From an optimization exercise on the open Yosys and OpenROAD flow, aimed at small area; shortcuts taken in it are not production practice. No functional check of the RTL was part of this run. No activity file was given, so power comes from the tool's default toggle rates.

[flow/config.mk]
export PLATFORM = sky130hd
export DESIGN_NAME = segblk
export DESIGN_NICKNAME = segblk
export VERILOG_FILES = /design/flow/design.v
export SDC_FILE = /design/flow/constraint.sdc
export NUM_CORES = 4
export LEC_CHECK = 0
export ABC_AREA = 1
export CAP_MARGIN = 20
export CORE_MARGIN = 2
export CORE_UTILIZATION = 55
export GPL_TIMING_DRIVEN = 0
export SLEW_MARGIN = 20
[flow/constraint.sdc]
create_clock -name core_clock -period 6.0 [get_ports {clk}]
set_input_delay 1.2000 -clock core_clock [delete_from_list [all_inputs] [get_ports {clk}]]
set_output_delay 1.2000 -clock core_clock [all_outputs]
set_load 0.01 [all_outputs]
[flow/design.v]
module segblk (
    input  wire         clk,
    input  wire         rst,           
    input  wire         cmd_valid,
    input  wire [31:0]  cmd,
    input  wire [15:0]  cnt_i,         
    input  wire         btn_i,         
    input  wire [3:0]   enc_digit_i,   
    input  wire [5:0]   obs_addr_i,    
    output wire [159:0] bank_o,        
    output wire         cmd_ready_o,
    output wire         blink_evt_o,
    output wire         btn_evt_o,
    output wire         ill_o,
    output wire [15:0]  enc_code_o,
    output wire         enc_valid_o,
    output reg  [7:0]   obs_data_o
);
    reg [95:0]  disp_q;        
    reg         blink_bit_q;   
    reg         btn_bit_q;     
    reg [15:0]  tick_last_q;
    reg [31:0]  tick_acc_q;
    reg         btn_held_q;
    reg         blink_evt_q;
    reg         btn_evt_q;
    reg [1:0]   ill_cause_q;
    wire ill_q = ill_cause_q[1] | ill_cause_q[0];
    reg [15:0] enc_code;
    reg        enc_valid;
    always @* begin
        enc_valid = 1'b1;
        case (enc_digit_i)
            4'd0:    enc_code = 16'h5559;
            4'd1:    enc_code = 16'h0118;
            4'd2:    enc_code = 16'h1E11;
            4'd3:    enc_code = 16'h1B11;
            4'd4:    enc_code = 16'h0B50;
            4'd5:    enc_code = 16'h1B41;
            4'd6:    enc_code = 16'h1F41;
            4'd7:    enc_code = 16'h0111;
            4'd8:    enc_code = 16'h1F51;
            4'd9:    enc_code = 16'h1B51;
            4'd15:   enc_code = 16'h0000;
            default: begin
                enc_code  = 16'h0000;
                enc_valid = 1'b0;
            end
        endcase
    end
    assign enc_code_o  = enc_code;
    assign enc_valid_o = enc_valid;
    wire [3:0] op  = cmd[31:28];
    wire [2:0] pos = cmd[26:24];
    wire [3:0] dig = cmd[19:16];
    wire nz_ra   = cmd[27];
    wire nz_pos  = |cmd[26:24];
    wire nz_rb   = |cmd[23:20];
    wire nz_dig  = |cmd[19:16];
    wire nz_code = |cmd[15:0];
    wire op_res  = op[3] | (op[2] & op[1]);            
    wire op_dsp  = ~op[3] & ~op[2] & (op[1] | op[0]);  
    wire op_wrd  = ~op[3] & ~op[2] & ~op[1] &  op[0];
    wire op_wrc  = ~op[3] & ~op[2] &  op[1] & ~op[0];
    wire op_clr  = ~op[3] & ~op[2] &  op[1] &  op[0];
    wire op_blk  = ~op[3] &  op[2] & ~op[1] & ~op[0];
    wire op_btn  = ~op[3] &  op[2] & ~op[1] &  op[0];
    wire bad_fld = nz_ra | nz_rb |
                   (op_wrd ? nz_code :
                    op_wrc ? nz_dig :
                    op_clr ? (nz_dig | nz_code) :
                             (nz_pos | nz_dig | nz_code));
    wire bad_dig = op_wrd & dig[3] & (dig[2] | dig[1]) & ~(dig[2] & dig[1] & dig[0]);
    wire [1:0] cause = op_res  ? 2'd1 :
                       bad_fld ? 2'd2 :
                       bad_dig ? 2'd3 : 2'd0;
    wire legal = cmd_valid & ~op_res & ~bad_fld & ~bad_dig;
    wire do_disp  = legal & op_dsp;
    wire do_blink = legal & op_blk;
    wire do_btn   = legal & op_btn;
    reg [15:0] seg;
    always @* begin
        case (dig)
            4'd0:    seg = 16'h5559;
            4'd1:    seg = 16'h0118;
            4'd2:    seg = 16'h1E11;
            4'd3:    seg = 16'h1B11;
            4'd4:    seg = 16'h0B50;
            4'd5:    seg = 16'h1B41;
            4'd6:    seg = 16'h1F41;
            4'd7:    seg = 16'h0111;
            4'd8:    seg = 16'h1F51;
            4'd9:    seg = 16'h1B51;
            default: seg = 16'h0000;
        endcase
    end
    wire [15:0] wr_code = (op_wrd ? seg : 16'h0000) | cmd[15:0];
    wire [5:0] wr_p, hold_p;
    genvar gp, gi;
    generate
        for (gp = 0; gp < 6; gp = gp + 1) begin : g_pos
            wire sel = do_disp & (pos == gp);
            assign wr_p[gp]   = ~rst & sel;
            assign hold_p[gp] = ~rst & ~sel;
            for (gi = 0; gi < 4; gi = gi + 1) begin : g_nib
                always @(posedge clk)
                    disp_q[4*(6*gi+gp) +: 4] <=
                        ({4{wr_p[gp]}} & wr_code[4*gi +: 4]) |
                        ({4{hold_p[gp]}} & disp_q[4*(6*gi+gp) +: 4]);
            end
        end
    endgenerate
    wire [31:0] acc_d;
    wire        fire;
    segblk_tick u_tick (
        .rst         (rst),
        .do_blink    (do_blink),
        .cnt_i       (cnt_i),
        .tick_last_q (tick_last_q),
        .tick_acc_q  (tick_acc_q),
        .acc_d       (acc_d),
        .fire        (fire)
    );
    wire blk_wr   = do_blink & ~rst;
    wire blk_hold = ~do_blink & ~rst;
    wire btn_fire = do_btn & btn_i & btn_held_q;
    always @(posedge clk) begin
        tick_last_q <= ({16{blk_wr}} & cnt_i) | ({16{blk_hold}} & tick_last_q);
        tick_acc_q  <= acc_d;
        blink_bit_q <= ~rst & (blink_bit_q ^ fire);
        btn_bit_q   <= ~rst & (btn_bit_q ^ btn_fire);
        blink_evt_q <= ~rst & fire;
        btn_evt_q   <= ~rst & btn_fire;
        btn_held_q  <= ~rst & (do_btn ? ~btn_i : btn_held_q);
        if (rst)
            ill_cause_q <= 2'd0;
        else if (cmd_valid & ~ill_q)
            ill_cause_q <= cause;
    end
    wire [7:0] bank [0:19];
    generate
        for (gi = 0; gi < 4; gi = gi + 1) begin : g_bank
            assign bank[5*gi+0] = {disp_q[4*(6*gi+1) +: 4], disp_q[4*(6*gi+0) +: 4]};
            assign bank[5*gi+1] = {disp_q[4*(6*gi+3) +: 4], disp_q[4*(6*gi+2) +: 4]};
            assign bank[5*gi+2] = {disp_q[4*(6*gi+5) +: 4], disp_q[4*(6*gi+4) +: 4]};
            assign bank[5*gi+3] = (gi == 0) ? {7'd0, blink_bit_q} : 8'd0;
            assign bank[5*gi+4] = 8'd0;
        end
        for (gi = 0; gi < 20; gi = gi + 1) begin : g_bo
            assign bank_o[8*gi +: 8] = (gi == 8) ? {7'd0, btn_bit_q} : bank[gi];
        end
    endgenerate
    assign cmd_ready_o = 1'b1;
    assign blink_evt_o = blink_evt_q;
    assign btn_evt_o   = btn_evt_q;
    assign ill_o       = ill_q;
    wire [7:0] status = {2'b00, btn_evt_q, blink_evt_q, btn_held_q, ill_cause_q, ill_q};
    always @* begin
        case (obs_addr_i)
            6'h00: obs_data_o = bank_o[  7:  0];
            6'h01: obs_data_o = bank_o[ 15:  8];
            6'h02: obs_data_o = bank_o[ 23: 16];
            6'h03: obs_data_o = bank_o[ 31: 24];
            6'h05: obs_data_o = bank_o[ 47: 40];
            6'h06: obs_data_o = bank_o[ 55: 48];
            6'h07: obs_data_o = bank_o[ 63: 56];
            6'h08: obs_data_o = bank_o[ 71: 64];
            6'h0A: obs_data_o = bank_o[ 87: 80];
            6'h0B: obs_data_o = bank_o[ 95: 88];
            6'h0C: obs_data_o = bank_o[103: 96];
            6'h0F: obs_data_o = bank_o[127:120];
            6'h10: obs_data_o = bank_o[135:128];
            6'h11: obs_data_o = bank_o[143:136];
            6'h14: obs_data_o = tick_last_q[7:0];
            6'h15: obs_data_o = tick_last_q[15:8];
            6'h18: obs_data_o = tick_acc_q[7:0];
            6'h19: obs_data_o = tick_acc_q[15:8];
            6'h1A: obs_data_o = tick_acc_q[23:16];
            6'h1B: obs_data_o = tick_acc_q[31:24];
            6'h1C: obs_data_o = status;
            default: obs_data_o = 8'h00;
        endcase
    end
endmodule
module segblk_tick (
    input  wire        rst,
    input  wire        do_blink,
    input  wire [15:0] cnt_i,
    input  wire [15:0] tick_last_q,
    input  wire [31:0] tick_acc_q,
    output wire [31:0] acc_d,
    output wire        fire
);
    genvar gi;
    function [16:0] pfx16;
        input [15:0] x, y;
        input ci;
        input sk;
        reg [15:0] g, p, G, P;
        reg [16:0] c;
        integer k, d, m;
        begin
            g = x & y; p = x ^ y;
            G = g; P = p;
            G[0] = g[0] | (p[0] & ci);
            P[0] = 1'b0;
            if (sk) begin
                for (d = 1; d < 16; d = d * 2)
                    for (k = 0; k < 16; k = k + 1)
                        if ((k / d) % 2 == 1) begin
                            m = (k / d) * d - 1;
                            G[k] = G[k] | (P[k] & G[m]);
                            P[k] = P[k] & P[m];
                        end
            end else begin
                for (d = 1; d < 16; d = d * 2)
                    for (k = 2*d - 1; k < 16; k = k + 2*d) begin
                        G[k] = G[k] | (P[k] & G[k-d]);
                        P[k] = P[k] & P[k-d];
                    end
                for (d = 4; d >= 1; d = d / 2)
                    for (k = 3*d - 1; k < 16; k = k + 2*d) begin
                        G[k] = G[k] | (P[k] & G[k-d]);
                        P[k] = P[k] & P[k-d];
                    end
            end
            c[0] = ci;
            for (k = 0; k < 16; k = k + 1) c[k+1] = G[k];
            pfx16 = {c[16], p ^ c[15:0]};
        end
    endfunction
    wire [16:0] d17 = pfx16(cnt_i, ~tick_last_q, 1'b1, 1'b0);
    wire [16:0] s17 = pfx16(tick_acc_q[15:0], d17[15:0], 1'b0, 1'b0);
    wire [15:0] a = s17[15:0];
    wire c16 = s17[16];
    wire [16:0] ones, zeros;
    assign ones[0]  = 1'b1;
    assign zeros[0] = 1'b1;
    generate
        for (gi = 0; gi < 16; gi = gi + 1) begin : g_pre
            assign ones[gi+1]  = ones[gi]  &  tick_acc_q[16+gi];
            assign zeros[gi+1] = zeros[gi] & ~tick_acc_q[16+gi];
        end
    endgenerate
    wire hi_nz = c16 ? ~ones[16] : ~zeros[16];
    wire [16:7] zp;
    assign zp[7] = 1'b1;
    generate
        for (gi = 7; gi < 16; gi = gi + 1) begin : g_zp
            assign zp[gi+1] = ~|a[gi:7];
        end
    endgenerate
    wire lo_ge    = a[6] & a[5] & (a[4] | a[3] | a[2]);
    wire fire_raw = hi_nz | ~zp[16] | lo_ge;
    assign fire   = do_blink & fire_raw;
    wire t1 = ~a[2];
    wire t2 = ~a[2] & ~a[3];
    wire b3 = t2 & ~a[4];
    wire t3 = ~b3;
    wire t4 = a[5] & ~b3;
    wire gb = fire_raw & ~lo_ge;
    wire [15:0] lo_next;
    assign lo_next[1:0] = a[1:0];
    assign lo_next[2]   = a[2] ^ fire_raw;
    assign lo_next[3]   = a[3] ^ (fire_raw & t1);
    assign lo_next[4]   = a[4] ^ (fire_raw & t2);
    assign lo_next[5]   = a[5] ^ (fire_raw & t3);
    assign lo_next[6]   = a[6] ^ (fire_raw & t4);
    generate
        for (gi = 7; gi < 16; gi = gi + 1) begin : g_dec
            assign lo_next[gi] = a[gi] ^ (gb & zp[gi]);
        end
    endgenerate
    wire g16 = gb & zp[16];
    wire blk_wr   = do_blink & ~rst;
    wire blk_hold = ~do_blink & ~rst;
    wire inc = blk_wr & c16 & ~g16;
    wire dec = blk_wr & g16 & ~c16;
    wire [15:0] hi_next;
    generate
        for (gi = 0; gi < 16; gi = gi + 1) begin : g_hi
            assign hi_next[gi] = tick_acc_q[16+gi] ^ ((inc & ones[gi]) | (dec & zeros[gi]));
        end
    endgenerate
    assign acc_d = {hi_next & {16{~rst}},
                    ({16{blk_wr}} & lo_next) | ({16{blk_hold}} & tick_acc_q[15:0])};
endmodule
[flow/flow/run.sh]
#!/bin/bash
# Standard layout (standard.sh) with these changes:
#  - synthesis keeps the combinational ticker module (segblk_tick) apart
#    while mapping, and maps each module with its own area-oriented ABC
#    script (flow/synth.tcl, flow/tick.abc, flow/rest.abc), without the
#    full-adder cell extraction (ADDER_MAP_FILE empty); the result is
#    flattened as in synth_recipe.tcl, so the registers and their names are
#    the standard synthesis's;
#  - port buffers use the smallest buffer cell instead of the resizer's
#    default pick (a delay cell);
#  - buffers left by synthesis are removed at floorplan, as the default
#    timing-driven placement would do;
#  - the clock tree uses clkbuf_8 cells and no dummy loads.
set -euo pipefail
here=$(pwd)
export FLOW_ABC_TICK=$here/flow/tick.abc
export FLOW_ABC_REST=$here/flow/rest.abc
export SYNTH_HIERARCHICAL=1
export ADDER_MAP_FILE=
export BUFFER_PORTS_ARGS="-buffer_cell sky130_fd_sc_hd__buf_1"
export REMOVE_ABC_BUFFERS=1
export CTS_ARGS="-sink_clustering_enable -repair_clock_nets -buf_list sky130_fd_sc_hd__clkbuf_8 -sink_clustering_size 30 -sink_clustering_max_diameter 120 -dont_use_dummy_load"
sed "s#SYNTH_SCRIPT=[^ ]*#SYNTH_SCRIPT=$here/flow/synth.tcl#" standard.sh > own_standard.sh
bash own_standard.sh > standard_flow.log 2>&1
[flow/flow/rest.abc]
strash
&get -n
&deepsyn -T 0 -J 20
&put
strash
&get -n
&st
&dch -f
&nf -R 1000
&put
strash
&get -n
&st
&dch -f
&nf -R 1000
&put
topo
[flow/flow/synth.tcl]
# The standard synthesis script (synth_recipe.tcl), with the ABC script
# chosen per module: flow/tick.abc for the ticker arithmetic (segblk_tick,
# timing-critical) and flow/rest.abc for the top module. The same Yosys
# steps, register mapping, flattening and renaming as synth_recipe.tcl; only
# the combinational cell mapping differs.
proc synth {args} { yosys synth -nofsm -noshare {*}$args }
proc abc {args} {
  set i [lsearch -exact $args -script]
  set at [lreplace $args [expr {$i+1}] [expr {$i+1}] $::env(FLOW_ABC_TICK)]
  set ar [lreplace $args [expr {$i+1}] [expr {$i+1}] $::env(FLOW_ABC_REST)]
  yosys abc {*}$at segblk_tick
  yosys abc {*}$ar segblk
}
source $::env(SCRIPTS_DIR)/synth.tcl
# left out here: clear keep_hierarchy, flatten, clean up, hide names made inside functions, write 1_2_yosys.v
[flow/flow/tick.abc]
strash
&get -n
&st
&dch -f
&nf -R 30
&put
strash
&get -n
&st
&dch -f
&nf -R 30
&put
topo
[flow/standard.sh]
#!/bin/bash
# synth_recipe.tcl (not shown) runs the flow's synth.tcl, then flattens the netlist and writes it again
# the make line also repeats each setting of config.mk as NAME=value (left out here)
make -C /OpenROAD-flow-scripts/flow DESIGN_CONFIG=/design/flow/config.mk WORK_HOME=/design/flow/orfs CLKGATE_MAP_FILE= SYNTH_SCRIPT=/design/flow/synth_recipe.tcl "${@:-finish}"
==> impl_metrics.yaml <==
clock_tree:
  cts.clk_slew.worst_paths_ns: 0.08
  clock_sinks: 151
  cts_hold_buf: 0
  cts_tree: "done"
  insertion_delay_ns: 0.46
  numCtsBuffers: 17
  h-tree-depth: 4
  clk_path_buf_depth: 2
  cts-root-buf: "clkbuf_8"
timing:
  fin_worst_skew_ns: 0.0305
  final.min_clock_period_ns: 5.78
  worst_slew_pin_slew_ns: 1.12
  max_slew_margin_pct: 25.0
  whs_ns: 0.485
  rsz0062_at_grt: "no"
  hold_viol_final: 0
  setup_violations: 0
  fin_crit_sh_pct: 96.3
  drv_slew: 0
  max_clock_freq_ghz: 0.173
power_and_ir_drop:
  internal-power_uw: 1310
  total_leakage_power_uw: 0.00335
  p_clk_share_pct: 32.9
  pwr-share-comb_pct: 11.4
  power.density_nw_per_um2: 199
  swShare_pct: 27.2
  totalPowerFinal_uw: 1800
  pwr-share-seq_pct: 55.7
  switchingPower_uw: 491
  ir_worst_vdd_uv: 139
floorplan:
  die_y_um: 124
  die_w_um: 124
  start_util_pct: 56.6
  core_area_um2: 13900
  pin_count: 251
  dieArea_um2: 15300
  row_count: 43
drt:
  via_count: 8150
  wl_met1_um: 10900
  top_layer: "met4"
  route.met3.wl_um: 2830
  first_iter_violations: 959
  routed_via_density: 6.13
  drt-total-wl_um: 27200
  antenna_left: 0
  wl_per_cell_um: 20.4
  drc: 0
  dr.pass1.iters: 7
  wl_met2_um: 12600
grt:
  grtUsageTotal_pct: 34.9
  grt_pass1_wl_um: 39500
  antenna_found_initial: 0
  grt_max_degree: 36
  grt_overflow: 0
  grt_pass1_vias: 7026
logic_synthesis:
  ys_ff_latch: 151
  synth_cells: 941
  synth_edf_count: 0
  yosys_warnings: 8
  synth_cell_types: 48
  synth_top_area_share_pct: 38.3
  syn_area_um2: 7880
  yosysSeqAreaShare_pct: 38.3
  async_flop_share_pct: 0
  synthFlopType: "dfxtp_1"
  avgSynthCellArea_um2: 8.38
  yosysTopAreaCell: "dfxtp_1"
  synth_area_leaders: "dfxtp_1, buf_4, a22o_1, nand2_1, o21ai_0"
status:
  status: "timing/DRC/antenna clean"
critical_path:
  cp_max_fo: 6
  crit_chain: "clkbuf_2 > clkinv_1 > maj3_2 > xnor2_2 > maj3_2 > maj3_2 > a21o_1 > maj3_1 > a22oi_2 > nor2_1 > nor2_2 > clkinv_2 > a21o_1 > xor2_1 > nand3b_1 > or3_4 > nor3_4 > o211ai_1 > and3_4 > or3_4 > mux2i_1 > xnor2_1 > nor2_1"
  rr_worst_depth: 22
  critical_path_class: "input port to register"
  crit_path_max_incr_delay_ns: 0.45
  r2r_slack_ns: 0.68
  start_kind: "input port"
  slowest_stage: "or3_4"
  required_ns: 6.31
  crit_top_cell: "maj3_2"
  worstPathArrival_ns: 6.09
  endpoint_kind: "register"
final_layout:
  final_area_um2: 9060
  fin_nets: 1214
  drive_gt1_share_pct: 6.70
  fill_cells: 1305
  area_growth_pct: 15.0
  diodes: 0
  postLayoutCoreUtil_pct: 65.0
  final_cells: 1330
  mostFrequentLayoutCell: "buf_1"
  mostFrequentLayoutCells: "buf_1, dfxtp_1, nand2_1"
placement:
  port-buffer-count: 181
  place.gp.congestion: 0.920
  placed_cells: 1300
  dpl_cell_area_um2: 8570
  dpl.hpwl_um: 20100
hold_path:
  hold_depth: 2
  hp-class: "register to register"
flow_run:
  maxCapViolCount: 0
## worst paths after layout
check / start / endpoint
hold reg to reg: disp_q[46]$_DFF_P_ / disp_q[46]$_DFF_P_
setup / recovery: cnt_i[1] / tick_acc_q[17]$_DFF_P_
setup reg to reg: tick_last_q[0]$_DFF_P_ / tick_acc_q[17]$_DFF_P_
hold / removal: disp_q[46]$_DFF_P_ / disp_q[46]$_DFF_P_
## sequential cells by signal (all words and copies together) (netlist names)
name and count:
tick_acc_q 32, blink_evt_q 1, tick_last_q 16, btn_evt_q 1, btn_bit_q 1, btn_held_q 1, blink_bit_q 1, ill_cause_q 2
disp_q 96
## through the flow
step           setup TNS [ns]  setup WS (ns)
2_1_floorplan               0         0.0307
3_3_place_gp           -22.72         -0.949
3_5_place_dp           -23.49         -0.939
4_1_cts                     0         0.0336
5_1_grt                     0        0.00528
6_report                    0          0.223
## Yosys stat by module (local to each module, per instance)
module       cells inside  flip-flops and latches
segblk                635                     151
segblk_tick           306                       0
## worst max-delay path: cells and delay by family
kind | cells | cell delay, ns
AOI/OAI and AO/OA | 4 | 0.70
xor gates and xnor gates | 3 | 0.49
adders and majority gates | 4 | 1.44
buffers and inverters | 3 | 0.30
muxes | 1 | 0.19
and+or+nand+nor | 8 | 1.77
## Yosys cell counts, drive strengths merged, types with 2 or more instances
| library cell | number |
|---|---|
| a211oi | 3 |
| a21boi | 2 |
| a21o | 3 |
| a21oi | 34 |
| a221oi | 5 |
| a222oi | 25 |
| a22o | 59 |
| a22oi | 24 |
| a31oi | 7 |
| and2 | 7 |
| and3 | 10 |
| and4 | 5 |
| buf | 72 |
| clkinv | 20 |
| conb | 2 |
| dfxtp | 151 |
| maj3 | 8 |
| nand2 | 124 |
| nand2b | 14 |
| nand3 | 17 |
| nand3b | 3 |
| nand4 | 13 |
| nor2 | 79 |
| nor2b | 20 |
| nor3 | 14 |
| nor3b | 2 |
| nor4 | 9 |
| o211ai | 4 |
| o21a | 2 |
| o21ai | 84 |
| o21bai | 12 |
| o22ai | 7 |
| o2bb2ai | 2 |
| o32ai | 3 |
| or2 | 10 |
| or3 | 8 |
| xnor2 | 36 |
| xor2 | 31 |
## layer usage
metal,GRT usage (%),vias up
met5,0,-
met1,46.2,3826
li1,-,3729
met4,12.6,0
met2,56.3,534
met3,7.05,61
## power groups by stage
stage / clock network, uW / registers (uW) / logic [uW]
2_1_floorplan: 0 / 1030 / 118
5_1_grt: 633 / 1000 / 226
6_report: 593 / 1000 / 206
3_3_place_gp: 0 / 1030 / 188
3_5_place_dp: 0 / 1030 / 191
4_1_cts: 594 / 1000 / 195
## timing repair
item	in CTS	in global routing
setup buffers	3	8
pin swaps	4	13
gates cloned	1	0
endpoints found under the setup margin	30	26
gates resized for setup	20	21
## cell families after synthesis
kind of cell    share of synthesized area [%]
other cells                            0.0953
xor+xnor                                 7.44
simple gates                             19.9
flops                                    38.3
mux                                     0.127
buf+inv                                  7.81
compound gates                           25.3
fa+ha+maj                                1.02
## final cells by class
cell class | instances | area (um^2) | area share, %
repair buffers | 196 | 791 | 8.73
inverters | 20 | 76.3 | 0.842
flip-flops and latches | 151 | 3020 | 33.4
multi-input cells | 766 | 4710 | 52.0
well taps | 180 | 225 | 2.49
clock buffers | 17 | 234 | 2.58

[afterwards: timing with drivers on the ports]
The flow's constraints put no driver on any port. The routed layout listed below was extracted and timed again, unchanged, in two steps. Step 1 sets driving cells, clkbuf_16 on the clock port and buf_2 on the other inputs (assumed; they add their load-dependent delay and slew). Step 2, shift: input delay + t, output delay - t, t = (earliest + latest rising clock arrival at the registers) / 2. This alone moves slack from input paths to output paths. Three values: no drivers, after step 1, after step 2; two values: the first two.
t (ns): 0.489
slack for setup (ns): 0.223 / 0.243 / -0.246
cell pins on the clock port's net: 1
With both steps, setup timing fails in this run, where it was met with ideal ports. For this run, drivers alone change the setup slack by +0.020 ns; drivers and shift together by -0.469 ns.
